From an optimization exercise on the open Yosys and OpenROAD flow, aimed at small area, a short achievable clock period and few clock cycles per item; shortcuts taken in it are not production practice. RTL that was checked went through simulation tests only; none was proved equivalent to the original. Function not checked in runs 5 and 6: the RTL went through the layout flow alone. No activity file was given, so power comes from the tool's default toggle rates.

`config.mk`:
```
export PLATFORM = sky130hd
export DESIGN_NAME = sfd_rx
export DESIGN_NICKNAME = sfd_rx
export VERILOG_FILES = /design/flow/design.v
export SDC_FILE = /design/flow/constraint.sdc
export NUM_CORES = 4
export LEC_CHECK = 0
export CAP_MARGIN = 20
export CORE_MARGIN = 2
export CORE_UTILIZATION = 40
export PLACE_DENSITY = 0.6
export SETUP_SLACK_MARGIN = 3.5
export SLEW_MARGIN = 20
```
`constraint.sdc`:
```
create_clock -name core_clock -period 6.0 [get_ports {clk}]
set_input_delay 1.2000 -clock core_clock [delete_from_list [all_inputs] [get_ports {clk}]]
set_output_delay 1.2000 -clock core_clock [all_outputs]
set_load 0.01 [all_outputs]
```
`design.v`:
```
module sfd_rx (
    input  wire        clk,
    input  wire        rst,
    input  wire        rx_valid,
    input  wire        rx_eof,
    input  wire [7:0]  rx_byte,
    output wire        rx_ready,
    output wire        dout_valid,
    output wire [7:0]  dout_byte,
    input  wire        dout_ready,
    output wire        ctl_valid,
    output wire [15:0] ctl_seq,
    output wire [7:0]  ctl_op,
    output wire [7:0]  ctl_dest,
    output wire [7:0]  ctl_byte,
    output wire        ctl_last,
    input  wire        ctl_ready,
    output wire        tx_valid,
    output wire [7:0]  tx_byte,
    input  wire        tx_ready,
    output wire        anom_opc,
    output wire        anom_eof,
    output wire        irq
);
    localparam [7:0] MARKER       = 8'h1B;
    localparam [7:0] LIT_SENTINEL = 8'h1C;
    localparam [7:0] OP_DATA      = 8'h44;
    localparam [7:0] OP_ACK       = 8'h41;
    localparam [3:0] ST_P0 = 4'd3;
    localparam [3:0] ST_P5 = 4'd8;
    localparam [3:0] ST_P6 = 4'd9;
    localparam [3:0] ST_RD = 4'd10;
    localparam [1:0] DS_NORMAL = 2'd0;
    localparam [1:0] DS_SAW1   = 2'd1;
    localparam [1:0] DS_SAW2   = 2'd2;
    function in_catalog(input [7:0] op);
        case (op)
            8'h01, 8'h02, 8'h10, 8'h11, 8'h12, 8'h13, 8'h14, 8'h15,
            8'h16, 8'h17, 8'h18, 8'h20, 8'h21, 8'h22, 8'h23,
            OP_ACK, OP_DATA: in_catalog = 1'b1;
            default:         in_catalog = 1'b0;
        endcase
    endfunction
    reg         rdy;             
    reg         sv;              
    reg  [7:0]  sb;
    reg         sb_mk;           
    reg         sb_s;            
    reg         ok_r;            
    reg         rx_live;
    reg         opc_flag;
    reg         eof_flag;
    reg         irq_r;
    reg  [3:0]  st;
    reg         in_rd;           
    reg         in_rp;           
    reg         p_last;          
    reg         p_pre;           
    reg  [15:0] hdr_seq;
    reg  [7:0]  hdr_op;
    reg  [7:0]  hdr_dest;
    reg  [15:0] hdr_len;
    reg  [15:0] rem;
    reg         last;            
    reg         is_data;
    reg  [1:0]  ds;
    reg  [7:0]  d0, d1, d2;      
    reg  [1:0]  dcnt;
    reg         dv;
    reg  [8:0]  c0, c1;          
    reg  [1:0]  ccnt;
    reg         cv;
    reg         tx_busy;
    reg  [3:0]  tx_idx;
    reg  [7:0]  txb;
    reg  [15:0] tx_seq;
    reg  [15:0] ack_seq;
    reg  [15:0] ack_len;
    wire rd_data = in_rd && is_data;
    wire rd_ctrl = in_rd && !is_data;
    wire proc = sv && ok_r;                
    wire [7:0] b = sb;
    wire fire     = rx_valid && rdy;
    wire fire_eof = fire && rx_eof;
    wire fire_b   = fire && !rx_eof;
    wire port_p6  = sv ? p_pre : p_last;
    reg  [1:0] dpush;
    reg  [7:0] dw0, dw1;
    always @(*) begin
        dpush = 2'd0;
        dw0   = MARKER;
        dw1   = MARKER;
        if (proc) begin
            if (p_last)
                dpush = ds;
            else if (rd_data) begin
                case (ds)
                    DS_NORMAL: if (!sb_mk) begin dpush = 2'd1; dw0 = b; end
                    DS_SAW1:   if (!sb_mk) begin dpush = 2'd2; dw1 = b; end
                    default:   if (sb_s) dpush = 2'd2;
                endcase
            end
        end
    end
    wire cpush     = proc && rd_ctrl;
    wire ack_start = proc && rd_data && last;
    wire [15:0] plen = {hdr_len[15:8], b};
    reg [3:0] st_n;
    reg [1:0] ds_n;
    reg       is_data_n;
    reg       last_n;
    always @(*) begin
        st_n      = st;
        ds_n      = ds;
        is_data_n = is_data;
        last_n    = last;
        if (proc) begin
            if (in_rd) begin
                if (is_data) begin
                    case (ds)
                        DS_NORMAL: ds_n = sb_mk ? DS_SAW1 : DS_NORMAL;
                        DS_SAW1:   ds_n = sb_mk ? DS_SAW2 : DS_NORMAL;
                        default:   ds_n = DS_NORMAL;
                    endcase
                end
                if (last) st_n = 4'd0;
                last_n = (rem == 16'd2);
            end else if (p_last) begin
                ds_n   = DS_NORMAL;
                st_n   = (plen == 16'h0000) ? 4'd0 : ST_RD;
                last_n = (plen == 16'h0001);
            end else if (in_rp) begin
                st_n = st + 4'd1;
                if (st == 4'd6) is_data_n = (b == OP_DATA);
            end else begin
                st_n = sb_mk ? st + 4'd1 : 4'd0;
            end
        end
    end
    wire dpop   = dv && dout_ready;
    wire cpop   = cv && ctl_ready;
    wire tx_fin = tx_busy && tx_ready && (tx_idx == 4'd13);
    wire [1:0] dcnt_p = dcnt + dpush;             
    wire [1:0] ccnt_p = ccnt + {1'b0, cpush};
    wire       busy_p = tx_busy || ack_start;     
    wire rd_n      = (st_n == ST_RD);
    wire rp_n      = (st_n >= ST_P0) && (st_n <= ST_P6);
    wire p_last_n  = (st_n == ST_P6);
    wire [1:0] dcnt_q = dcnt_p - 2'd1;
    wire dq_ok_0 = !dcnt_p[1] || (dcnt_p == 2'd2 && ds_n == DS_NORMAL);
    wire dq_ok_1 = !dcnt_q[1] || (dcnt_q == 2'd2 && ds_n == DS_NORMAL);
    wire cq_ok_0 = (ccnt_p == 2'd0) || (ccnt_p == 2'd1 && !rp_n);
    wire cq_ok_1 = (ccnt_p == 2'd1) || (ccnt_p == 2'd2 && !rp_n);
    wire aq_ok_0 = !(is_data_n && last_n && busy_p);
    wire aq_ok_1 = !(is_data_n && last_n && ack_start);
    wire ok_n = (dpop ? dq_ok_1 : dq_ok_0)
              && (cpop ? cq_ok_1 : cq_ok_0)
              && (tx_fin ? aq_ok_1 : aq_ok_0);
    wire sv_n = fire_b || (sv && !proc);
    always @(posedge clk) begin
        if (rst) begin
            rdy      <= 1'b1;
            sv       <= 1'b0;
            ok_r     <= 1'b1;
            rx_live  <= 1'b1;
            opc_flag <= 1'b0;
            eof_flag <= 1'b0;
            irq_r    <= 1'b0;
        end else begin
            rdy  <= rx_live && !fire_eof && (!sv_n || ok_n);
            sv   <= sv_n;
            ok_r <= ok_n;
            if (fire_eof) begin
                rx_live  <= 1'b0;
                eof_flag <= 1'b1;
                irq_r    <= 1'b1;
            end
            if (fire_b && port_p6 && !in_catalog(hdr_op)) begin
                opc_flag <= 1'b1;
                irq_r    <= 1'b1;
            end
        end
    end
    always @(posedge clk) begin
        if (fire_b) begin
            sb    <= rx_byte;
            sb_mk <= (rx_byte == MARKER);
            sb_s  <= (rx_byte == LIT_SENTINEL);
        end
    end
    always @(posedge clk) begin
        if (rst) begin
            st     <= 4'd0;
            in_rd  <= 1'b0;
            in_rp  <= 1'b0;
            p_last <= 1'b0;
            p_pre  <= 1'b0;
            ds     <= DS_NORMAL;
        end else begin
            st     <= st_n;
            in_rd  <= rd_n;
            in_rp  <= rp_n;
            p_last <= p_last_n;
            p_pre  <= (st_n == ST_P5);
            ds     <= ds_n;
        end
    end
    always @(posedge clk) begin
        is_data <= is_data_n;
        last    <= last_n;
        if (proc) begin
            case (st)
                4'd4: hdr_seq[15:8] <= b;
                4'd5: hdr_seq[7:0]  <= b;
                4'd6: hdr_op        <= b;
                4'd7: hdr_dest      <= b;
                4'd8: hdr_len[15:8] <= b;
                4'd9: begin hdr_len[7:0] <= b; rem <= plen; end
                ST_RD: rem <= rem - 16'd1;
                default: ;
            endcase
        end
    end
    wire [7:0] d0_p = (dpush != 2'd0 && dcnt == 2'd0) ? dw0 : d0;
    wire [7:0] d1_p = (dpush != 2'd0 && dcnt == 2'd1) ? dw0 :
                      (dpush == 2'd2 && dcnt == 2'd0) ? dw1 : d1;
    wire [7:0] d2_p = (dpush != 2'd0 && dcnt == 2'd2) ? dw0 :
                      (dpush == 2'd2 && dcnt == 2'd1) ? dw1 : d2;
    always @(posedge clk) begin
        if (rst) begin
            dcnt <= 2'd0;
            dv   <= 1'b0;
        end else begin
            dcnt <= dcnt_p - {1'b0, dpop};
            dv   <= dpop ? dcnt_p[1] : (dcnt_p != 2'd0);
        end
    end
    always @(posedge clk) begin
        d0 <= dpop ? d1_p : d0_p;
        d1 <= dpop ? d2_p : d1_p;
        d2 <= d2_p;
    end
    assign rx_ready   = rdy;
    assign dout_valid = dv;
    assign dout_byte  = d0;
    wire [8:0] cw   = {b, last};
    wire [8:0] c0_p = (cpush && ccnt == 2'd0) ? cw : c0;
    wire [8:0] c1_p = (cpush && ccnt == 2'd1) ? cw : c1;
    always @(posedge clk) begin
        if (rst) begin
            ccnt <= 2'd0;
            cv   <= 1'b0;
        end else begin
            ccnt <= ccnt_p - {1'b0, cpop};
            cv   <= cpop ? ccnt_p[1] : (ccnt_p != 2'd0);
        end
    end
    always @(posedge clk) begin
        c0 <= cpop ? c1_p : c0_p;
        c1 <= c1_p;
    end
    assign ctl_valid = cv;
    assign ctl_seq   = hdr_seq;
    assign ctl_op    = hdr_op;
    assign ctl_dest  = hdr_dest;
    assign ctl_byte  = c0[8:1];
    assign ctl_last  = c0[0];
    always @(posedge clk) begin
        if (ack_start) begin
            ack_seq <= hdr_seq;
            ack_len <= hdr_len;
        end
    end
    wire [3:0] idx_inc = tx_idx + 4'd1;
    reg  [7:0] tx_nxt;
    always @(*) begin
        case (idx_inc)
            4'd1, 4'd2: tx_nxt = MARKER;
            4'd4:  tx_nxt = tx_seq[15:8];
            4'd5:  tx_nxt = tx_seq[7:0];
            4'd6:  tx_nxt = OP_ACK;
            4'd9:  tx_nxt = 8'h04;
            4'd10: tx_nxt = ack_seq[15:8];
            4'd11: tx_nxt = ack_seq[7:0];
            4'd12: tx_nxt = ack_len[15:8];
            4'd13: tx_nxt = ack_len[7:0];
            default: tx_nxt = 8'h00;
        endcase
    end
    always @(posedge clk) begin
        if (rst) begin
            tx_busy <= 1'b0;
            tx_seq  <= 16'h0000;
        end else if (ack_start) begin
            tx_busy <= 1'b1;
        end else if (tx_fin) begin
            tx_busy <= 1'b0;
            tx_seq  <= (tx_seq == 16'hFFFE) ? 16'h0000 : tx_seq + 16'd1;
        end
    end
    always @(posedge clk) begin
        if (ack_start) begin
            tx_idx <= 4'd0;
            txb    <= MARKER;
        end else if (tx_busy && tx_ready) begin
            tx_idx <= idx_inc;
            txb    <= tx_nxt;
        end
    end
    assign tx_valid = tx_busy;
    assign tx_byte  = txb;
    assign anom_opc = opc_flag;
    assign anom_eof = eof_flag;
    assign irq      = irq_r;
endmodule
```
`run.sh`:
```
#!/bin/bash
# synth_recipe.tcl (not shown) runs the flow's synth.tcl, then flattens the netlist and writes it again
# the make line also repeats each setting of config.mk as NAME=value (left out here)
make -C /OpenROAD-flow-scripts/flow DESIGN_CONFIG=/design/flow/config.mk WORK_HOME=/design/flow/orfs CLKGATE_MAP_FILE= SYNTH_SCRIPT=/design/flow/synth_recipe.tcl finish
```
==> metrics.cfg, run 1 <==
[timing]
relSlewSlack_pct=47.1
finalCritPeriodShare_pct=40.9
worst_slew_pin_slew_ns=0.793
tns_ns=0
rsz0062_at_grt=true
slew_viol_final=0
fmax_ghz=0.407
finalCriticalPeriod_ns=2.45
report.final.setup_viol=0
hold_viol=0
skew_ns=0.00945

[floorplan]
dieArea_um2=23200
dieHeight_um=152
initial_core_util_pct=40.5
num_rows=54
core-area_um2=21800
die_w_um=152
top_level_ports=79

[layout]
layout_commonest_cell=edfxtp_1
n_antenna_cell=0
syn_to_final_growth_pct=22.6
final_net_count=886
fin_util_pct=49.7
drive_above_1_share_pct=14.9
final_cell_mix=edfxtp_1, dfxtp_1, nand2_1
nFillCells=1994

[grt]
gr-usage-all-layers_pct=17.4
grtUsageMet1_pct=22.7
overflow=0
use_met3_pct=2.65
grt_max_degree=38
grt_pass1_vias=5935
antenna_found_initial=1
grt_busiest_layer=met2
grt_pass1_wl_um=32400
grt.met2_usage_pct=29.7

[routing]
routedWlPerCell_um=18.1
drc=0
first_pass_iters=4
vias=6091
drt_iter0_markers=411
ant_nets=0
drt-total-wl_um=20700
via_per_inst=5.32

[worst_setup_path]
critPathArrivalTime_ns=2.88
rrSetupSlack_ns=3.61
worst-path-stages=7
cp_top_family=simple AND/OR/NAND/NOR gates
max_stage_delay_ns=0.49
r2r-start=ds[0]
crit_type=in2reg
startpoint=tx_ready
end_kind=flop
cp_slowest_cell=clkdlybuf4s50_1
crit_path_cell_trace=clkdlybuf4s50_1 -> and4_1 -> o211ai_4 -> nor3_4 -> nand2_2 -> or3_1 -> a21oi_1
path_buf_inv=1
cp_max_fo=7
r2r_cells=12
required_ns=6.42
startpoint_type=input port

[clocking]
clock_latency_ns=0.49
cts.sinks=202
cts_inserted_buffers=23
cts_buffer_depth=3
clkTransAtPathRegs_ns=0.06
root_buffer=clkbuf_16
h-tree-depth=1
cts_hold_buf=0
cts_tree=yes

[synth]
synth-edff-count=123
syn_inst=752
syn_area_um2=8810
synth_flop_cell=edfxtp_1
syn-num-nets=788
synthArstFlopShare_pct=0
seq_area_frac_synth_pct=59.9
yosysWarnings=1
syn_avg_cell_area_um2=11.7
synth_seq_cells=202
yosysUniqueCellTypes=84

[pwr]
leakagePower_nw=3.91
powerDensity_nw_per_um2=275
ir_drop_v=0.000175

[min_path]
min_from=hdr_len[0]
hold_path_class=reg2reg
whs_path_depth=0

[placed_design]
dp_hpwl_um=14100
io_buffers=78
globalplace.congestion=0.843

[flow_run]
maxCapViolations=0

[status]
status=timing/DRC/antenna clean

==> layer usage <==
| layer | share of wire, % | wire length (um) |
|---|---|---|
| met5 | 0 | 0 |
| met4 | 3.0 | 628 |
| met3 | 4.3 | 889 |
| met2 | 48 | 9970 |
| met1 | 45 | 9230 |
==> state kept, by name, summed over array words and instances (netlist names), 9 cells and up <==
signal and count:
hdr_seq 16, c1 9, ack_seq 16, rem 16
tx_seq 16, c0 9, ack_len 16, hdr_len 16
==> power by group <==
part	internal, mW	switching (mW)
registers	1.48	0.0247
clock network	0.861	0.539
logic	0.0344	0.0276
==> synth_stat cells (9+ instances only) <==
library cell  number  share of area (%)
a21oi_1           32                1.8
a22o_1             9               0.89
and2_1            17                1.2
and3_1            11               0.78
buf_2              9               0.51
clkbuf_1          13               0.55
dfxtp_1           79                 18
edfxtp_1         123                 42
ha_1              21                3.0
inv_1             26                1.1
mux2_2            16                2.0
nand2_1           74                3.2
nand2b_1           9               0.64
nand3_1           17               0.97
nor2_1            66                2.8
nor3_1             9               0.51
o21ai_0           37                2.1
xnor2_1           20                2.0
xor2_1            17                1.7
==> path summary, 6_finish.rpt <==
kind,endpoint
worst min register to register,ack_len[0]
worst min-delay path,ack_len[0]
worst max register to register,rdy
worst max-delay path,tx_seq[10]
==> per-stage QoR <==
step	worst slack, ns	instance area [um2]	power, mW	instances	hold WS, ns
floorplan	3.54	8820	1.57	752	0.400
global placement	2.89	9880	1.60	1090	0.401
detailed placement	2.85	9880	1.60	1090	0.405
CTS	3.46	10600	3.00	1133	0.417
global route	3.45	10800	3.07	1146	0.419
finish	3.55	10800	2.97	1146	0.419
==> logic make-up after synthesis <==
kind of cell | Yosys count | synth area share [%]
mux | 18 | 2.29
simple gates | 252 | 14.6
flops | 202 | 59.9
fa+ha+maj | 21 | 2.98
compound gates | 168 | 13.8
buf+inv | 53 | 2.64
xor+xnor | 38 | 3.86
==> area by class of cell <==
cell class                 instances  area (um2)  share of cell area (%)
sequential                       202        5290                    49.0
clock buffer                      31         626                    5.79
tap                              280         350                    3.24
multi-input combinational        497        3430                    31.8
clock inverter                    10         131                    1.22
timing repair buffer             100         872                    8.07
inverter                          26        97.6                   0.903
==> worst register-to-register path, stage by stage, from the launching register on <==
cell	delay, ns
dfxtp_4	0.38
and2_2	0.24
a31oi_4	0.18
nor2_2	0.05
ha_2	0.18
xnor2_2	0.14
xnor2_2	0.20
inv_2	0.07
ha_1	0.31
a311oi_2	0.23
nor2_1	0.09
o211ai_1	0.11
o32ai_2	0.09
==> timing repair <==
action,in CTS,in global routing
resized for setup,79,25
pin swaps,2,6
setup endpoints to repair,94,29
buffers inserted,2,12
Testbench counts, summed over its fixed seeds: cycles 35,278, bytes 35,116.
==> run 2, diff against run 1 <==
--- a/config.mk
+++ b/config.mk
@@ -7,2 +7,3 @@
 export LEC_CHECK = 0
+export ABC_AREA = 1
 export CAP_MARGIN = 20
@@ -11,3 +12,3 @@
 export PLACE_DENSITY = 0.6
-export SETUP_SLACK_MARGIN = 3.5
+export SETUP_SLACK_MARGIN = 4.0
 export SLEW_MARGIN = 20
==> metrics.cfg, run 2 <==
[synth]
syn_area_um2=8890  ; was 8810 um2
synth_top_area_share_pct=41.6  ; was 41.9%
synth_flop_cell=edfxtp_1  ; unchanged
synthTopCellsByCount=nand2_1, edfxtp_1, nor2_1  ; was edfxtp_1, dfxtp_1, nand2_1
synthArstFlopShare_pct=0  ; unchanged
netlist.top_cell.by_area=edfxtp_1  ; unchanged
synth.area.top_cells=edfxtp_1, dfxtp_1, nand2_1  ; unchanged
seq_area_frac_synth_pct=59.3  ; was 59.9%
syn-num-nets=980  ; was 788
synth-edff-count=123  ; unchanged
post-synth-top-count-cell=nand2_1  ; was edfxtp_1
syn_inst=944  ; was 752
synth_seq_cells=202  ; unchanged
yosysWarnings=1  ; unchanged
yosysUniqueCellTypes=50  ; was 84
syn_avg_cell_area_um2=9.42  ; was 11.7 um2

[timing]
skew_ns=0.0190  ; was 0.00945 ns
layout_setup_ws_ns=3.69  ; was 3.55 ns
rsz0062_at_grt=true  ; unchanged
tns_ns=0  ; unchanged
hold_viol=0  ; unchanged
fmax_ghz=0.433  ; was 0.407 GHz
slew_viol_final=0  ; unchanged
finalCriticalPeriod_ns=2.31  ; was 2.45 ns
worst_slew_pin_slew_ns=0.780  ; was 0.793 ns
report.final.setup_viol=0  ; unchanged
relSlewSlack_pct=47.8  ; was 47.1%
finalCritPeriodShare_pct=38.5  ; was 40.9%

[layout]
layout_commonest_cell=nand2_1  ; was edfxtp_1
nFillCells=2017  ; was 1994
final_cell_mix=nand2_1, edfxtp_1, inv_1  ; was edfxtp_1, dfxtp_1, nand2_1
final_net_count=1140  ; was 886
drive_above_1_share_pct=25.0  ; was 14.9%
syn_to_final_growth_pct=28.7  ; was 22.6%
n_antenna_cell=0  ; unchanged

[grt]
gr-usage-all-layers_pct=17.5  ; was 17.4%
grt_max_degree=44  ; was 38
overflow=0  ; unchanged
antenna_found_initial=0  ; was 1
grt_pass1_wl_um=33200  ; was 32400 um
grt_pass1_vias=6472  ; was 5935

[clocking]
cts.sinks=202  ; unchanged
h-tree-depth=1  ; unchanged
clkTransAtPathRegs_ns=0.06  ; about the same
root_buffer=clkbuf_16  ; unchanged
cts_inserted_buffers=22  ; was 23
cts_buffer_depth=3  ; unchanged
clock_latency_ns=0.50  ; was 0.49 ns
cts_tree=yes  ; unchanged

[routing]
first_pass_iters=7  ; was 4
drt_iter0_markers=427  ; was 411
routedWlPerCell_um=15.1  ; was 18.1 um
drt-total-wl_um=21200  ; was 20700 um
drc=0  ; unchanged
via_per_inst=4.90  ; was 5.32
ant_nets=0  ; unchanged
vias=6856  ; was 6091

[worst_setup_path]
startpoint=is_data  ; was tx_ready
cp_slowest_cell=dfxtp_2  ; was clkdlybuf4s50_1
critPathArrivalTime_ns=2.75  ; was 2.88 ns
r2r-end=rdy  ; unchanged
crit_path_cell_trace=nand2_4 -> inv_4 -> nand2_4 -> nor2_4 -> a21oi_4 -> nor2_4 -> ha_4 -> xor2_2 -> inv_1 -> nand2_2 -> nand2_4 -> ha_4 -> nor2_2 -> a21oi_1 -> nand3_1 -> nor2_1 -> nand2_2 -> a21oi_2  ; was clkdlybuf4s50_1 -> and4_1 -> o211ai_4 -> nor3_4 -> nand2_2 -> or3_1 -> a21oi_1
end_kind=flop  ; unchanged
r2r_cells=18  ; was 12
cp_max_fo=3  ; was 7
crit_type=reg2reg  ; was in2reg
endpoint=rdy  ; was tx_seq[10]
path_buf_inv=2  ; was 1
cp_top_family=simple AND/OR/NAND/NOR gates  ; unchanged
cpMostUsedCell=nand2_4
r2r-start=is_data  ; was ds[0]
startpoint_type=flop  ; was input port
worst-path-stages=18  ; was 7
required_ns=6.44  ; was 6.42 ns
rrSetupSlack_ns=3.69  ; was 3.61 ns
max_stage_delay_ns=0.36  ; was 0.49 ns

[flow_run]
maxCapViolations=0  ; unchanged

[min_path]
hold_path_class=reg2reg  ; unchanged
whs_path_depth=0  ; unchanged

[placed_design]
place_ws_ns=2.84  ; was 2.85 ns
globalplace.congestion=0.839  ; was 0.843
io_buffers=78  ; unchanged
dp_hpwl_um=13900  ; was 14100 um

[floorplan]
num_rows=54  ; unchanged
initial_core_util_pct=40.7  ; was 40.5%
top_level_ports=79  ; unchanged
dieHeight_um=153  ; was 152 um
dieArea_um2=23400  ; was 23200 um2
core-area_um2=21800  ; about the same
die_w_um=153  ; was 152 um

[pwr]
leakagePower_nw=4.52  ; was 3.91 nW
powerDensity_nw_per_um2=248  ; was 275 nW/um2
ir_drop_v=0.000159  ; was 0.000175 V

[status]
status=timing/DRC/antenna clean  ; unchanged

run 2: area by class of cell:
type                            count  area (um2)  share of cell area [%]
Clock buffer                       28         594                    5.20
Inverter                          110         459                    4.01
Clock inverter                     12        88.8                   0.777
Timing Repair Buffer              150        1110                    9.73
Sequential cell                   202        5320                    46.5
Multi-Input combinational cell    617        3510                    30.7
Tap cell                          280         350                    3.06
Timing Repair inverter              1        7.51                  0.0656
run 2: what timing repair did:
action	4_1_cts	5_1_grt
pin swaps	14	22
hold buffers	0	0
setup buffers	29	40
resized for setup	318	47
cloned	2	1
setup endpoints to repair	189	163
run 2: per-stage QoR:
stage / cells / area [um2] / hold slack, ns / total power, mW / utilization, %
final: 1400 / 11400 / 0.413 / 2.83 / 52.4
after global routing: 1400 / 11400 / 0.426 / 2.92 / 52.4
after CTS: 1359 / 11000 / 0.417 / 2.84 / 50.3
after detailed placement: 1288 / 10100 / 0.405 / 1.56 / 46.5
after global placement: 1288 / 10100 / 0.402 / 1.56 / 46.5
after floorplan: 944 / 9140 / 0.400 / 1.53 / -
run 2: worst min-delay path by stage:
stage	slack (ns)	end	start
floorplan	0.40	ack_len[0]	hdr_len[0]
global placement	0.40	ack_len[3]	hdr_len[3]
detailed placement	0.40	ack_len[1]	hdr_len[1]
CTS	0.42	ack_len[5]	hdr_len[5]
global route	0.43	ack_len[0]	hdr_len[0]
finish	0.41	ack_len[1]	hdr_len[1]
run 2: cells by family after synthesis:
kind of cell	Yosys count	share of synthesized area [%]
AO/OA/AOI/OAI	166	10.5
XOR/XNOR	18	1.77
adder cells (fa/ha/maj)	21	2.96
buffers and inverters	127	5.67
flip-flops	202	59.3
AND/OR/NAND/NOR	410	19.8
run 2: routing by layer:
layer	share of wire (%)	track usage (%)	vias up	wire, um
met1	45	23.0	3219	9630
met3	3.3	2.55	36	699
met5	0	0	-	0
li1	-	-	3483	-
met4	2.3	5.20	0	488
met2	49	29.9	118	10400
run 2: power breakdown:
part | internal (mW) | switching, mW | total, mW
logic | 0.0282 | 0.0368 | 0.0650
registers | 1.47 | 0.00929 | 1.48
clock network | 0.745 | 0.545 | 1.29
==> run 3, diff against run 2 <==
--- a/config.mk
+++ b/config.mk
@@ -7,3 +7,2 @@
 export LEC_CHECK = 0
-export ABC_AREA = 1
 export CAP_MARGIN = 20
@@ -11,2 +10,3 @@
 export CORE_UTILIZATION = 40
+export CTS_BUF_LIST = sky130_fd_sc_hd__clkbuf_4 sky130_fd_sc_hd__clkbuf_8
 export PLACE_DENSITY = 0.6
==> metrics.cfg, run 3 <==
[synth]
synthTopCellsByCount=edfxtp_1, dfxtp_1, nand2_1  ; was nand2_1, edfxtp_1, nor2_1
yosysUniqueCellTypes=84  ; was 50
post-synth-top-count-cell=edfxtp_1  ; was nand2_1
synth.area.top_cells=edfxtp_1, dfxtp_1, nand2_1  ; unchanged
synth_xor_area_share_pct=3.86  ; was 1.77%
synth_simple_gate_area_share_pct=14.6  ; was 19.8%
synth_seq_cells=202  ; unchanged
synthArstFlopShare_pct=0  ; unchanged
synth-edff-count=123  ; unchanged
synth_top_area_share_pct=41.9  ; was 41.6%
syn-num-nets=788  ; was 980
syn_inst=752  ; was 944
synth_top_family_by_area=simple AND/OR/NAND/NOR gates  ; unchanged
synth-compound-area-share_pct=13.8  ; was 10.5%
yosysWarnings=1  ; unchanged
syn_area_um2=8810  ; was 8890 um2
netlist.top_cell.by_area=edfxtp_1  ; unchanged
synth_flop_cell=edfxtp_1  ; unchanged
syn_avg_cell_area_um2=11.7  ; was 9.42 um2
synth.area.mux_share_pct=2.29  ; was 0%
seq_area_frac_synth_pct=59.9  ; was 59.3%
synthAdderAreaFrac_pct=2.98  ; was 2.96%

[timing]
hold_slack_ns=0.416  ; was 0.413 ns
fmax_ghz=0.427  ; was 0.433 GHz
skew_ns=0.0186  ; was 0.0190 ns
report.final.setup_viol=0  ; unchanged
tns_ns=0  ; unchanged
hold_viol=0  ; unchanged
finalCritPeriodShare_pct=39.0  ; was 38.5%
slew_viol_final=0  ; unchanged
finalCriticalPeriod_ns=2.34  ; was 2.31 ns
rsz0062_at_grt=true  ; unchanged
relSlewSlack_pct=49.3  ; was 47.8%
worst_slew_pin_slew_ns=0.760  ; was 0.780 ns

[floorplan]
initial_core_util_pct=40.5  ; was 40.7%
num_rows=54  ; unchanged
die_w_um=152  ; was 153 um
core-area_um2=21800  ; about the same
dieHeight_um=152  ; was 153 um
top_level_ports=79  ; unchanged
dieArea_um2=23200  ; was 23400 um2

[worst_setup_path]
crit_path_cell_trace=buf_2  ; was nand2_4 -> inv_4 -> nand2_4 -> nor2_4 -> a21oi_4 -> nor2_4 -> ha_4 -> xor2_2 -> inv_1 -> nand2_2 -> nand2_4 -> ha_4 -> nor2_2 -> a21oi_1 -> nand3_1 -> nor2_1 -> nand2_2 -> a21oi_2
max_stage_delay_ns=0.44  ; was 0.36 ns
path_buf_inv=1  ; was 2
cp_max_fo=2  ; was 3
cp_slowest_cell=edfxtp_1  ; was dfxtp_2
end_kind=output port  ; was flop
critPathArrivalTime_ns=1.14  ; was 2.75 ns
startpoint_type=flop  ; unchanged
required_ns=4.80  ; was 6.44 ns
cp_top_family=flip-flops  ; was simple AND/OR/NAND/NOR gates
crit_type=reg2out  ; was reg2reg

[grt]
grt_pass1_vias=6430  ; was 6472
grt_max_degree=23  ; was 44
antenna_found_initial=0  ; unchanged
gr-usage-all-layers_pct=18.9  ; was 17.5%
overflow=0  ; unchanged
grt_pass1_wl_um=34800  ; was 33200 um

[flow_run]
maxCapViolations=0  ; unchanged

[pwr]
power_mw=3.01  ; was 2.83 mW
ir_drop_v=0.000219  ; was 0.000159 V
leakagePower_nw=4.30  ; was 4.52 nW
powerDensity_nw_per_um2=260  ; was 248 nW/um2

[clocking]
cts_buffer_depth=3  ; unchanged
cts_inserted_buffers=37  ; was 22
root_buffer=clkbuf_8  ; was clkbuf_16
clkTransAtPathRegs_ns=0.06  ; about the same
clock_latency_ns=0.52  ; was 0.50 ns
cts.sinks=202  ; unchanged
h-tree-depth=2  ; was 1
cts_hold_buf=0  ; unchanged
cts_tree=yes  ; unchanged

[layout]
final_cell_mix=edfxtp_1, buf_4, nand2_1  ; was nand2_1, edfxtp_1, inv_1
syn_to_final_growth_pct=31.5  ; was 28.7%
stdcell_area_um2=11600  ; was 11400 um2
layout_commonest_cell=edfxtp_1  ; was nand2_1
drive_above_1_share_pct=35.8  ; was 25.0%
final_net_count=963  ; was 1140
fin_util_pct=53.3  ; was 52.4%
n_antenna_cell=0  ; unchanged

[routing]
first_pass_iters=5  ; was 7
vias=6561  ; was 6856
via_per_inst=5.31  ; was 4.90
drt_iter0_markers=389  ; was 427
drt-total-wl_um=22500  ; was 21200 um
ant_nets=0  ; unchanged
routedWlPerCell_um=18.2  ; was 15.1 um
drc=0  ; unchanged

[placed_design]
io_buffers=78  ; unchanged
place_area_um2=10000  ; was 10100 um2
globalplace.congestion=0.822  ; was 0.839
dp_hpwl_um=13700  ; was 13900 um

[status]
status=timing/DRC/antenna clean  ; unchanged

[min_path]
hold_path_class=reg2reg  ; unchanged

run 3: cell types whose count changed after synthesis, moves of 10 or more:
cell / previous run / this run
and2_1: 1 / 17
and3_1: 0 / 11
inv_1: 101 / 26
mux2_2: 0 / 16
nand2_1: 227 / 74
nand3_1: 30 / 17
nand4_1: 14 / 4
nor2_1: 104 / 66
o21ai_0: 75 / 37
o21ai_1: 17 / 7
xnor2_1: 5 / 20
run 3: power breakdown:
| group | total, mW | leakage (nW) | internal [mW] | switching, mW |
|---|---|---|---|---|
| sequential | 1.50 | 1.75 | 1.48 | 0.0166 |
| clock | 1.43 | 0.425 | 0.855 | 0.575 |
| combinational | 0.0839 | 2.13 | 0.0418 | 0.0420 |
run 3: layer usage:
metal	vias up	GRT usage (%)	routed length (um)
met4	0	7.58	740
li1	3135	-	-
met3	51	3.30	949
met1	3207	23.8	9590
met2	168	32.4	11200
met5	-	0	0
run 3: cell type report:
cell class,instances,area [um2]
well taps,280,350
clock buffers,49,624
multi-input cells,499,3780
clock inverters,19,193
inverters,26,101
repair buffers,160,1190
repair inverters,1,7.51
fillers,1899,10200
flip-flops and latches,202,5330
run 3: kinds of logic (layout without fill, tap and decap cells):
logic type / count (synthesis) / count (layout)
flops: 202 / 202
simple gates: 252 / 253
mux: 18 / 18
fa+ha+maj: 21 / 21
compound gates: 168 / 169
xor+xnor: 38 / 38
buf+inv: 53 / 255
run 3: path summary, 6_finish.rpt:
check	startpoint	to	slack, ns	cells after the start
setup reg to reg	p_last	rdy	3.72	13
setup / recovery	hdr_seq[7]	ctl_seq[7]	3.66	1
hold / removal	hdr_len[1]	ack_len[1]	0.42	0
hold reg to reg	hdr_len[1]	ack_len[1]	0.42	0
run 3: repair_timing:
| action | in CTS | in global routing |
|---|---|---|
| setup endpoints to repair | 218 | 176 |
| buffers inserted | 56 | 22 |
| resized for setup | 345 | 40 |
| cloned | 3 | 0 |
| pin swaps | 21 | 22 |
run 3: per-stage QoR:
| step | worst slack, ns | std cells |
|---|---|---|
| 2_1_floorplan | 3.69 | 752 |
| 4_1_cts | 3.64 | 1214 |
| 3_3_place_gp | 2.94 | 1086 |
| 3_5_place_dp | 2.88 | 1087 |
| 5_1_grt | 3.62 | 1236 |
| 6_report | 3.66 | 1236 |
==> run 4, diff against run 3 <==
--- a/config.mk
+++ b/config.mk
@@ -10,3 +10,2 @@
 export CORE_UTILIZATION = 40
-export CTS_BUF_LIST = sky130_fd_sc_hd__clkbuf_4 sky130_fd_sc_hd__clkbuf_8
 export PLACE_DENSITY = 0.6
==> metrics.cfg, run 4 <==
[clocking]
clock_latency_ns=0.50  ; was 0.52 ns
cts_buffer_depth=3  ; unchanged
h-tree-depth=1  ; was 2
clkTransAtPathRegs_ns=0.06  ; about the same
cts_tree=yes  ; unchanged
cts.sinks=202  ; unchanged
cts_hold_buf=0  ; unchanged
root_buffer=clkbuf_16  ; was clkbuf_8
cts_inserted_buffers=22  ; was 37

[timing]
finalCriticalPeriod_ns=2.31  ; was 2.34 ns
finalCritPeriodShare_pct=38.4  ; was 39.0%
fmax_ghz=0.434  ; was 0.427 GHz
skew_ns=0.00712  ; was 0.0186 ns
hold_viol=0  ; unchanged
rsz0062_at_grt=true  ; unchanged
report.final.setup_viol=0  ; unchanged
slew_viol_final=0  ; unchanged
relSlewSlack_pct=29.1  ; was 49.3%
worst_slew_pin_slew_ns=1.05  ; was 0.760 ns
tns_ns=0  ; unchanged

[floorplan]
dieHeight_um=152  ; unchanged
core-area_um2=21800  ; unchanged
dieArea_um2=23200  ; unchanged
initial_core_util_pct=40.5  ; unchanged
num_rows=54  ; unchanged
die_w_um=152  ; unchanged
top_level_ports=79  ; unchanged

[min_path]
whs_path_depth=0  ; unchanged
whs_endpoint=ack_len[7]  ; was ack_len[1]
min_from=hdr_len[7]  ; was hdr_len[1]
hold_path_class=reg2reg  ; unchanged

[grt]
antenna_found_initial=0  ; unchanged
grt_max_degree=23  ; unchanged
overflow=0  ; unchanged
grt_pass1_vias=6369  ; was 6430
grt_pass1_wl_um=34800  ; unchanged
gr-usage-all-layers_pct=18.8  ; was 18.9%

[synth]
synth-compound-area-share_pct=13.8  ; unchanged
synth_simple_gate_area_share_pct=14.6  ; unchanged
synth.area.mux_share_pct=2.29  ; unchanged
syn_area_um2=8810  ; unchanged
syn-num-nets=788  ; unchanged
netlist.top_cell.by_area=edfxtp_1  ; unchanged
synthAdderAreaFrac_pct=2.98  ; unchanged
yosysWarnings=1  ; unchanged
syn_inst=752  ; unchanged
syn_avg_cell_area_um2=11.7  ; unchanged
synth_flop_cell=edfxtp_1  ; unchanged
synth.area.top_cells=edfxtp_1, dfxtp_1, nand2_1  ; unchanged
synthArstFlopShare_pct=0  ; unchanged
synth-edff-count=123  ; unchanged
synth_xor_area_share_pct=3.86  ; unchanged
seq_area_frac_synth_pct=59.9  ; unchanged
synth_seq_cells=202  ; unchanged
synth_top_family_by_area=simple AND/OR/NAND/NOR gates  ; unchanged
synthTopCellsByCount=edfxtp_1, dfxtp_1, nand2_1  ; unchanged
post-synth-top-count-cell=edfxtp_1  ; unchanged
yosysUniqueCellTypes=84  ; unchanged
synth_top_area_share_pct=41.9  ; unchanged

[status]
status=timing/DRC/antenna clean  ; unchanged

[worst_setup_path]
startpoint=hdr_op[0]  ; was hdr_seq[7]
cp_max_fo=4  ; was 2
required_ns=4.80  ; about the same
crit_path_cell_trace=buf_2  ; unchanged
r2r-end=rdy  ; unchanged
cp_slowest_cell=edfxtp_1  ; unchanged
end_kind=output port  ; unchanged
max_stage_delay_ns=0.44  ; about the same
critPathArrivalTime_ns=1.11  ; was 1.14 ns
r2r_cells=12  ; was 13
path_buf_inv=1  ; unchanged
startpoint_type=flop  ; unchanged
rrSetupSlack_ns=3.76  ; was 3.72 ns
r2r-start=is_data  ; was p_last
crit_type=reg2out  ; unchanged
cp_top_family=flip-flops  ; unchanged

[routing]
drt_iter0_markers=421  ; was 389
first_pass_iters=6  ; was 5
drt-total-wl_um=22300  ; was 22500 um
vias=6415  ; was 6561
routedWlPerCell_um=18.5  ; was 18.2 um
via_per_inst=5.34  ; was 5.31
drc=0  ; unchanged
ant_nets=0  ; unchanged

[layout]
n_antenna_cell=0  ; unchanged
final_net_count=942  ; was 963
final_cell_mix=edfxtp_1, buf_4, nand2_1  ; unchanged
fin_util_pct=52.5  ; was 53.3%
drive_above_1_share_pct=33.3  ; was 35.8%
multiInputGateArea_um2=3750  ; was 3780 um2
register_area_um2=5330  ; about the same
layout_commonest_cell=edfxtp_1  ; unchanged
nFillCells=1931  ; was 1899
syn_to_final_growth_pct=29.6  ; was 31.5%

[pwr]
leakagePower_nw=4.18  ; was 4.30 nW
ir_drop_v=0.000172  ; was 0.000219 V
powerDensity_nw_per_um2=257  ; was 260 nW/um2

[placed_design]
globalplace.congestion=0.822  ; unchanged
io_buffers=78  ; unchanged
dp_hpwl_um=13700  ; unchanged

[flow_run]
maxCapViolations=0  ; unchanged

-- run 4: how the worst max path moves through the flow --
stage | endpoint | slack, ns | cells past startpoint
6_report | ctl_op[0] | 3.69 | 1
5_1_grt | rdy | 3.66 | 13
4_1_cts | rdy | 3.64 | 12
3_5_place_dp | tx_seq[4] | 2.88 | 6
3_3_place_gp | tx_seq[7] | 2.94 | 6
2_1_floorplan | tx_seq[2] | 3.69 | 6
-- run 4: layout make-up --
cell class                      instances  area share [%]
Sequential cell                       202            46.7
Clock buffer                           27            5.26
Tap cell                              280            3.07
Multi-Input combinational cell        499            32.9
Clock inverter                         13            1.07
Timing Repair Buffer                  154            10.1
Inverter                               26           0.887
Timing Repair inverter                  1          0.0657
-- run 4: cells by family (layout without fill, tap and decap cells) --
logic type | count (synthesis) | after routing
and+or+nand+nor | 252 | 253
DFF | 202 | 202
AOI/OAI and AO/OA | 168 | 169
buffers and inverters | 53 | 221
xor gates and xnor gates | 38 | 38
adders and majority gates | 21 | 21
muxes | 18 | 18
-- run 4: what timing repair did --
item                                    CTS  global route
pin swaps                                24            16
cloned                                    3             0
gates resized for setup                 352            28
buffers inserted                         58            14
endpoints found under the setup margin  219           169
-- run 4: where the power goes --
group          total [mW]  leakage (nW)  internal (mW)  switching, mW
Clock                1.35         0.358          0.801          0.551
Sequential           1.50          1.75           1.48         0.0170
Combinational      0.0827          2.08         0.0415         0.0411
Total                2.93          4.18           2.32          0.609
-- run 4: metrics by stage --
step / hold slack (ns) / worst slack [ns] / instances / total power [mW] / cell area [um2]
floorplan: 0.400 / 3.69 / 752 / 1.57 / 9030
global placement: 0.402 / 2.94 / 1086 / 1.60 / 9990
detailed placement: 0.405 / 2.88 / 1087 / 1.60 / 10000
CTS: 0.418 / 3.64 / 1188 / 2.96 / 11200
global route: 0.426 / 3.66 / 1202 / 3.03 / 11400
finish: 0.417 / 3.69 / 1202 / 2.93 / 11400
-- run 4: layer usage --
| metal | share of wire, % | track usage [%] | vias to the layer above | routed length [um] |
|---|---|---|---|---|
| li1 | - | - | 3079 | - |
| met1 | 44 | 24.7 | 3112 | 9720 |
| met3 | 3.9 | 2.50 | 51 | 870 |
| met5 | 0 | 0 | - | 0 |
| met2 | 49 | 32.0 | 173 | 10800 |
| met4 | 3.8 | 6.97 | 0 | 853 |
==> run 5, diff against run 4 <==
--- a/design.v
+++ b/design.v
@@ -48,2 +48,4 @@
     reg         sb_s;            
+    reg         sb_z;            
+    reg         sb_1;            
     reg         ok_r;            
@@ -63,2 +65,4 @@
     reg  [15:0] rem;
+    reg         hi_z;            
+    reg         op_bad;          
     reg         last;            
@@ -76,2 +80,3 @@
     reg  [15:0] tx_seq;
+    reg         tx_inc;          
     reg  [15:0] ack_seq;
@@ -107,2 +112,4 @@
     wire [15:0] plen = {hdr_len[15:8], b};
+    wire plen_z = hi_z && sb_z;
+    wire plen_1 = hi_z && sb_1;
     reg [3:0] st_n;
@@ -129,4 +136,4 @@
                 ds_n   = DS_NORMAL;
-                st_n   = (plen == 16'h0000) ? 4'd0 : ST_RD;
-                last_n = (plen == 16'h0001);
+                st_n   = plen_z ? 4'd0 : ST_RD;
+                last_n = plen_1;
             end else if (in_rp) begin
@@ -141,3 +148,3 @@
     wire cpop   = cv && ctl_ready;
-    wire tx_fin = tx_busy && tx_ready && (tx_idx == 4'd13);
+    wire tx_fin = tx_busy && tx_ready && (tx_idx == 4'd14);
     wire [1:0] dcnt_p = dcnt + dpush;             
@@ -145,5 +152,6 @@
     wire       busy_p = tx_busy || ack_start;     
-    wire rd_n      = (st_n == ST_RD);
-    wire rp_n      = (st_n >= ST_P0) && (st_n <= ST_P6);
-    wire p_last_n  = (st_n == ST_P6);
+    wire rd_n     = proc ? ((p_last && !plen_z) || (in_rd && !last)) : in_rd;
+    wire rp_n     = proc ? ((st == 4'd2 && sb_mk) || (in_rp && !p_last)) : in_rp;
+    wire p_last_n = proc ? p_pre : p_last;
+    wire p_pre_n  = proc ? (st == 4'd7) : p_pre;
     wire [1:0] dcnt_q = dcnt_p - 2'd1;
@@ -177,3 +185,3 @@
             end
-            if (fire_b && port_p6 && !in_catalog(hdr_op)) begin
+            if (fire_b && port_p6 && op_bad) begin
                 opc_flag <= 1'b1;
@@ -188,2 +196,4 @@
             sb_s  <= (rx_byte == LIT_SENTINEL);
+            sb_z  <= (rx_byte == 8'h00);
+            sb_1  <= (rx_byte == 8'h01);
         end
@@ -203,3 +213,3 @@
             p_last <= p_last_n;
-            p_pre  <= (st_n == ST_P5);
+            p_pre  <= p_pre_n;
             ds     <= ds_n;
@@ -214,5 +224,5 @@
                 4'd5: hdr_seq[7:0]  <= b;
-                4'd6: hdr_op        <= b;
+                4'd6: begin hdr_op <= b; op_bad <= !in_catalog(b); end
                 4'd7: hdr_dest      <= b;
-                4'd8: hdr_len[15:8] <= b;
+                4'd8: begin hdr_len[15:8] <= b; hi_z <= sb_z; end
                 4'd9: begin hdr_len[7:0] <= b; rem <= plen; end
@@ -273,6 +283,5 @@
     end
-    wire [3:0] idx_inc = tx_idx + 4'd1;
     reg  [7:0] tx_nxt;
     always @(*) begin
-        case (idx_inc)
+        case (tx_idx)
             4'd1, 4'd2: tx_nxt = MARKER;
@@ -292,8 +301,12 @@
             tx_busy <= 1'b0;
+            tx_inc  <= 1'b0;
             tx_seq  <= 16'h0000;
-        end else if (ack_start) begin
-            tx_busy <= 1'b1;
-        end else if (tx_fin) begin
-            tx_busy <= 1'b0;
-            tx_seq  <= (tx_seq == 16'hFFFE) ? 16'h0000 : tx_seq + 16'd1;
+        end else begin
+            tx_inc <= tx_fin;
+            if (tx_inc)
+                tx_seq <= (tx_seq == 16'hFFFE) ? 16'h0000 : tx_seq + 16'd1;
+            if (ack_start)
+                tx_busy <= 1'b1;
+            else if (tx_fin)
+                tx_busy <= 1'b0;
         end
@@ -302,6 +315,6 @@
         if (ack_start) begin
-            tx_idx <= 4'd0;
+            tx_idx <= 4'd1;
             txb    <= MARKER;
         end else if (tx_busy && tx_ready) begin
-            tx_idx <= idx_inc;
+            tx_idx <= tx_idx + 4'd1;
             txb    <= tx_nxt;
--- a/config.mk
+++ b/config.mk
@@ -11,3 +11,3 @@
 export PLACE_DENSITY = 0.6
-export SETUP_SLACK_MARGIN = 4.0
+export SETUP_SLACK_MARGIN = 3.5
 export SLEW_MARGIN = 20
==> metrics.cfg, run 5 <==
[status]
status=timing/DRC/antenna clean  ; unchanged

[layout]
final_net_count=862  ; was 942
syn_to_final_growth_pct=23.0  ; was 29.6%
layout_commonest_cell=edfxtp_1  ; unchanged
fin_util_pct=49.8  ; was 52.5%
final_cell_mix=edfxtp_1, dfxtp_1, dlygate4sd2_1  ; was edfxtp_1, buf_4, nand2_1
n_antenna_cell=0  ; unchanged
register_area_um2=5440  ; was 5330 um2
drive_above_1_share_pct=11.5  ; was 33.3%
multiInputGateArea_um2=3280  ; was 3750 um2
nFillCells=1901  ; was 1931
instances_no_fill=1124  ; was 1202

[grt]
overflow=0  ; unchanged
grt_pass1_vias=6041  ; was 6369
antenna_found_initial=0  ; unchanged
gr-usage-all-layers_pct=17.0  ; was 18.8%
grt_pass1_wl_um=32000  ; was 34800 um
grt_max_degree=41  ; was 23

[routing]
drc=0  ; unchanged
drt-total-wl_um=20200  ; was 22300 um
vias=6058  ; was 6415
ant_nets=0  ; unchanged
routedWlPerCell_um=18.0  ; was 18.5 um
first_pass_iters=5  ; was 6
drt_iter0_markers=400  ; was 421
via_per_inst=5.39  ; was 5.34

[worst_setup_path]
crit_type=reg2reg  ; was reg2out
cp_max_fo=8  ; was 4
required_ns=6.39  ; was 4.80 ns
path_buf_inv=2  ; was 1
cp_slowest_cell=or4_4  ; was edfxtp_1
endpoint=rdy  ; was ctl_op[0]
worst-path-stages=12  ; was 1
max_stage_delay_ns=0.47  ; was 0.44 ns
startpoint=ok_r  ; was hdr_op[0]
r2r-end=rdy  ; unchanged
rrSetupSlack_ns=3.34  ; was 3.76 ns
critPathArrivalTime_ns=3.05  ; was 1.11 ns
cp_top_family=compound AO/OA/AOI/OAI gates  ; was flip-flops
startpoint_type=flop  ; unchanged
end_kind=flop  ; was output port
r2r_cells=12  ; unchanged
crit_path_cell_trace=nand4_1 -> or4_4 -> o21ai_4 -> ha_4 -> xor2_4 -> xor2_2 -> inv_2 -> buf_4 -> ha_1 -> a32o_1 -> o21ai_0 -> o21ai_1  ; was buf_2
r2r-start=ok_r  ; was is_data

[clocking]
cts_hold_buf=0  ; unchanged
cts_tree=yes  ; unchanged
clkTransAtPathRegs_ns=0.06  ; about the same
root_buffer=clkbuf_16  ; unchanged
cts_inserted_buffers=22  ; unchanged
cts.sinks=207  ; was 202
cts_buffer_depth=3  ; unchanged
h-tree-depth=1  ; unchanged
clock_latency_ns=0.51  ; was 0.50 ns

[min_path]
hold_path_class=reg2reg  ; unchanged

[synth]
netlist.top_cell.by_area=edfxtp_1  ; unchanged
post-synth-top-count-cell=edfxtp_1  ; unchanged
synthTopCellsByCount=edfxtp_1, dfxtp_1, nor2_1  ; was edfxtp_1, dfxtp_1, nand2_1
syn_avg_cell_area_um2=11.9  ; was 11.7 um2
synth-edff-count=127  ; was 123
syn_inst=739  ; was 752
synthArstFlopShare_pct=0  ; unchanged
synth_seq_cells=207  ; was 202
syn_area_um2=8790  ; was 8810 um2
seq_area_frac_synth_pct=61.6  ; was 59.9%
synth_flop_cell=edfxtp_1  ; unchanged
yosysUniqueCellTypes=68  ; was 84
syn-num-nets=773  ; was 788
synth_top_area_share_pct=43.4  ; was 41.9%
yosysWarnings=1  ; unchanged
synth.area.top_cells=edfxtp_1, dfxtp_1, ha_1  ; was edfxtp_1, dfxtp_1, nand2_1

[pwr]
ir_drop_v=0.000227  ; was 0.000172 V
power_mw=3.02  ; was 2.93 mW
powerDensity_nw_per_um2=280  ; was 257 nW/um2
leakagePower_nw=4.02  ; was 4.18 nW

[timing]
hold_viol=0  ; unchanged
finalCriticalPeriod_ns=2.66  ; was 2.31 ns
fmax_ghz=0.377  ; was 0.434 GHz
hold_slack_ns=0.416  ; was 0.417 ns
skew_ns=0.0205  ; was 0.00712 ns
relSlewSlack_pct=46.6  ; was 29.1%
report.final.setup_viol=0  ; unchanged
tns_ns=0  ; unchanged
rsz0062_at_grt=true  ; unchanged
worst_slew_pin_slew_ns=0.801  ; was 1.05 ns
finalCritPeriodShare_pct=44.3  ; was 38.4%
slew_viol_final=0  ; unchanged

[placed_design]
dp_cells=1065  ; was 1087
dp_hpwl_um=13700  ; about the same
globalplace.congestion=0.855  ; was 0.822
io_buffers=78  ; unchanged

[floorplan]
dieHeight_um=152  ; about the same
core-area_um2=21700  ; was 21800 um2
initial_core_util_pct=40.5  ; about the same
dieArea_um2=23200  ; about the same
die_w_um=152  ; about the same
top_level_ports=79  ; unchanged
num_rows=54  ; unchanged

[flow_run]
maxCapViolations=0  ; unchanged

[run 5: how the worst min path moves through the flow]
stage	startpoint	endpoint	depth (start not counted)
finish	hdr_len[1]	ack_len[1]	0
global route	hdr_len[0]	ack_len[0]	0
CTS	hdr_len[1]	ack_len[1]	0
detailed placement	hdr_len[1]	ack_len[1]	0
global placement	hdr_len[0]	ack_len[0]	0
floorplan	hdr_len[0]	ack_len[0]	0
[run 5: area by class of cell]
cell class                 instances  share of cell area (%)
clock inverter                    15                    1.59
inverter                          29                    1.01
sequential                       207                    50.3
timing repair buffer             101                    8.11
multi-input combinational        467                    30.4
clock buffer                      25                    5.38
tap                              280                    3.24
[run 5: metrics by stage]
stage	setup WS [ns]	cell area (um2)
after floorplan	3.25	8830
after global placement	2.75	9860
after detailed placement	2.65	9860
after CTS	3.31	10600
after global routing	3.21	10800
final	3.34	10800
[run 5: per-layer routing]
metal	global-route usage [%]	wire (um)	part of all wire, %
met1	21.4	8530	42
met2	29.8	10100	50
met3	2.84	945	4.7
met4	5.79	637	3.1
met5	0	0	0
[run 5: what timing repair did]
action	4_1_cts	5_1_grt
pin swaps	1	6
cloned	0	0
setup buffers	7	11
setup endpoints to repair	78	20
resized for setup	76	17
[run 5: cell families after synthesis]
family          synth area share, %
flops                          61.6
buf+inv                        2.82
simple gates                   13.3
compound gates                 12.1
xor+xnor                       3.96
mux                            3.52
fa+ha+maj                      2.71
[run 5: where the power goes]
group          total (mW)  leakage [nW]  internal [mW]  switching (mW)
clock network        1.39         0.361          0.831           0.559
logic              0.0807          1.87         0.0425          0.0382
registers            1.55          1.79           1.53          0.0246
total                3.02          4.02           2.40           0.622
==> run 6, diff against run 5 <==
--- a/config.mk
+++ b/config.mk
@@ -11,3 +11,3 @@
 export PLACE_DENSITY = 0.6
-export SETUP_SLACK_MARGIN = 3.5
+export SETUP_SLACK_MARGIN = 4.0
 export SLEW_MARGIN = 20
==> metrics.cfg, run 6 <==
[layout]
nFillCells=1838  ; was 1901
layout_commonest_cell=edfxtp_1  ; unchanged
instances_no_fill=1168  ; was 1124
final_cell_mix=edfxtp_1, nor2_1, dfxtp_1, buf_4, nand2_1  ; was edfxtp_1, dfxtp_1, dlygate4sd2_1
multiInputGateArea_um2=3470  ; was 3280 um2
final_net_count=905  ; was 862
syn_to_final_growth_pct=27.9  ; was 23.0%
register_area_um2=5460  ; was 5440 um2
n_antenna_cell=0  ; unchanged
drive_above_1_share_pct=27.9  ; was 11.5%

[synth]
synth_seq_cells=207  ; unchanged
syn_avg_cell_area_um2=11.9  ; unchanged
syn_area_um2=8790  ; unchanged
synth-edff-count=127  ; unchanged
synthArstFlopShare_pct=0  ; unchanged
post-synth-top-count-cell=edfxtp_1  ; unchanged
yosysUniqueCellTypes=68  ; unchanged
synthTopCellsByCount=edfxtp_1, dfxtp_1, nor2_1  ; unchanged
syn_inst=739  ; unchanged
synth-compound-area-share_pct=12.1  ; unchanged
synth.area.mux_share_pct=3.52  ; unchanged
synthAdderAreaFrac_pct=2.71  ; unchanged
synth.area.top_cells=edfxtp_1, dfxtp_1, ha_1  ; unchanged
synth_simple_gate_area_share_pct=13.3  ; unchanged
yosysWarnings=1  ; unchanged
synth_xor_area_share_pct=3.96  ; unchanged
netlist.top_cell.by_area=edfxtp_1  ; unchanged
synth_flop_cell=edfxtp_1  ; unchanged
syn-num-nets=773  ; unchanged
seq_area_frac_synth_pct=61.6  ; unchanged
synth_top_area_share_pct=43.4  ; unchanged
synth_top_family_by_area=simple AND/OR/NAND/NOR gates  ; unchanged

[floorplan]
dieArea_um2=23200  ; unchanged
top_level_ports=79  ; unchanged
dieHeight_um=152  ; unchanged
core-area_um2=21700  ; unchanged
initial_core_util_pct=40.5  ; unchanged
num_rows=54  ; unchanged
die_w_um=152  ; unchanged

[clocking]
cts.sinks=207  ; unchanged
clock_latency_ns=0.51  ; about the same
h-tree-depth=1  ; unchanged
cts_buffer_depth=3  ; unchanged
cts_tree=yes  ; unchanged
cts_inserted_buffers=23  ; was 22
root_buffer=clkbuf_16  ; unchanged
clkTransAtPathRegs_ns=0.06  ; about the same

[timing]
slew_viol_final=0  ; unchanged
fmax_ghz=0.373  ; was 0.377 GHz
hold_slack_ns=0.419  ; was 0.416 ns
finalCritPeriodShare_pct=44.7  ; was 44.3%
tns_ns=0  ; unchanged
relSlewSlack_pct=42.4  ; was 46.6%
worst_slew_pin_slew_ns=0.863  ; was 0.801 ns
rsz0062_at_grt=true  ; unchanged
finalCriticalPeriod_ns=2.68  ; was 2.66 ns
skew_ns=0.00659  ; was 0.0205 ns
hold_viol=0  ; unchanged
report.final.setup_viol=0  ; unchanged

[placed_design]
dp_hpwl_um=13500  ; was 13700 um
globalplace.congestion=0.911  ; was 0.855
dp_cells=1065  ; unchanged
io_buffers=78  ; unchanged

[worst_setup_path]
critPathArrivalTime_ns=3.08  ; was 3.05 ns
crit_type=reg2reg  ; unchanged
cp_slowest_cell=or4_4  ; unchanged
required_ns=6.40  ; was 6.39 ns
crit_path_cell_trace=or4_4 -> o21ai_4 -> ha_4 -> xor2_4 -> xor2_2 -> inv_1 -> ha_1 -> a311o_1 -> o311ai_2 -> o21bai_1  ; was nand4_1 -> or4_4 -> o21ai_4 -> ha_4 -> xor2_4 -> xor2_2 -> inv_2 -> buf_4 -> ha_1 -> a32o_1 -> o21ai_0 -> o21ai_1
startpoint_type=flop  ; unchanged
cp_max_fo=5  ; was 8
max_stage_delay_ns=0.57  ; was 0.47 ns
end_kind=flop  ; unchanged

[min_path]
hold_path_class=reg2reg  ; unchanged

[pwr]
ir_drop_v=0.000169  ; was 0.000227 V
internal-power_mw=2.42  ; was 2.40 mW
p_sw_share_pct=20.9  ; was 20.6%
p_switching_mw=0.641  ; was 0.622 mW
leakagePower_nw=4.20  ; was 4.02 nW
combPwrFrac_pct=3.4  ; was 2.7%
powerDensity_nw_per_um2=273  ; was 280 nW/um2
p_clk_share_pct=46.0  ; about the same
p_seq_share_pct=50.5  ; was 51.3%

[grt]
gr-usage-all-layers_pct=18.0  ; was 17.0%
grt_pass1_wl_um=33900  ; was 32000 um
grt_pass1_vias=6251  ; was 6041
grt_max_degree=41  ; unchanged
overflow=0  ; unchanged
antenna_found_initial=0  ; unchanged

[routing]
routedWlPerCell_um=18.5  ; was 18.0 um
vias=6311  ; was 6058
ant_nets=0  ; unchanged
first_pass_iters=5  ; unchanged
via_per_inst=5.40  ; was 5.39
drt_iter0_markers=352  ; was 400
drc=0  ; unchanged
drt-total-wl_um=21600  ; was 20200 um

[flow_run]
maxCapViolations=0  ; unchanged

[status]
status=timing/DRC/antenna clean  ; unchanged

[run 6: cell counts after synthesis]
No cell type changed its count.
[run 6: per-stage QoR]
step / total power [mW] / util [%] / instance area [um2] / setup WS [ns]
global route: 3.17 / 51.8 / 11200 / 3.23
CTS: 3.09 / 50.6 / 11000 / 3.31
global placement: 1.66 / 45.8 / 9940 / 2.72
finish: 3.06 / 51.8 / 11200 / 3.32
floorplan: 1.63 / - / 8920 / 3.28
detailed placement: 1.67 / 45.9 / 9950 / 2.65
[run 6: critical path: cells and delay by family, from the launching register on]
| family | cells | cell delay, ns |
|---|---|---|
| adders and majority gates | 2 | 0.44 |
| AOI/OAI and AO/OA | 4 | 0.66 |
| buffers and inverters | 1 | 0.08 |
| and+or+nand+nor | 1 | 0.57 |
| xor gates and xnor gates | 2 | 0.35 |
| DFF | 1 | 0.46 |
[run 6: layout make-up]
type,instances,area share (%)
sequential,207,48.6
multi-input combinational,470,30.9
timing repair buffer,140,9.54
clock buffer,29,5.68
tap,280,3.12
clock inverter,13,1.14
inverter,29,1.04
[run 6: worst paths after layout]
kind	startpoint	end	slack [ns]	cells after the start
max	sb_mk	ok_r	3.32	10
min	hdr_len[2]	ack_len[2]	0.42	0
max reg2reg	sb_mk	ok_r	3.32	10
min reg2reg	hdr_len[2]	ack_len[2]	0.42	0
[run 6: power by group through the flow]
stage	Combinational, mW	Sequential [mW]	Clock, mW
global placement	0.0784	1.59	0
CTS	0.103	1.55	1.44
finish	0.105	1.55	1.41
floorplan	0.0564	1.57	0
detailed placement	0.0813	1.59	0
global route	0.115	1.55	1.51
[run 6: logic make-up (layout without fill, tap and decap cells)]
logic type	count (synthesis)	count (layout)
multiplexers	28	28
AND/OR/NAND/NOR	230	232
XOR/XNOR	38	38
flip-flops	207	207
adder cells (fa/ha/maj)	19	19
AO/OA/AOI/OAI	152	153
buffers and inverters	65	211
[run 6: layer usage]
metal  wire [um]  vias to the layer above  global-route usage [%]
li1            -                     3017                       -
met1        9350                     3112                    23.8
met2       11100                      153                    31.7
met3         893                       29                    2.62
met4         277                        0                    3.69
met5           0                        -                       0
[run 6: timing repair]
item                                    4_1_cts  5_1_grt
gates resized for setup                     315       25
hold buffers                                  0        0
gates cloned                                  1        2
setup buffers                                41       17
pin swaps                                    10        8
endpoints found under the setup margin      202      116

-- re-timing with driven ports --
The results above use ideal ports. As a check the final layouts listed here were re-extracted and re-timed, cells and wires unchanged.
Step 1 assumes that a clkbuf_16 drives the clock port and a buf_2 every other input.
Step 2 also shifts input and output timing later by t, the mid clock arrival at the registers, as if the neighbouring blocks saw the same clock.
Three values: ideal, step 1, step 2; two values: the first two.
| run | shift t [ns] | slack for setup (ns) | worst setup path after step 2 | slew at the worst register clock pin (ns) | worst slew at a driven data input, ns |
|---|---|---|---|---|---|
| run 1 | 0.535 | 3.546 / 3.500 / 3.034 | input to register | 0.06 / 0.06 | 0.03 |
| run 2 | 0.535 | 3.690 / 3.652 / 3.298 | input to register | 0.06 / 0.06 | 0.05 |
| run 3 | 0.558 | 3.659 / 3.615 / 3.439 | input to register | 0.06 / 0.06 | 0.03 |
| run 4 | 0.541 | 3.694 / 3.648 / 3.443 | input to register | 0.06 / 0.06 | 0.04 |
| run 5 | 0.544 | 3.345 / 3.345 / 3.070 | input to register | 0.06 / 0.06 | 0.04 |
| run 6 | 0.559 | 3.321 / 3.321 / 3.321 | register to register | 0.06 / 0.06 | 0.05 |
After both steps setup and hold are still met in every run listed. The setup slack of run 1, which loses most, moves by -0.046 ns with the drivers and by -0.512 ns with both steps.
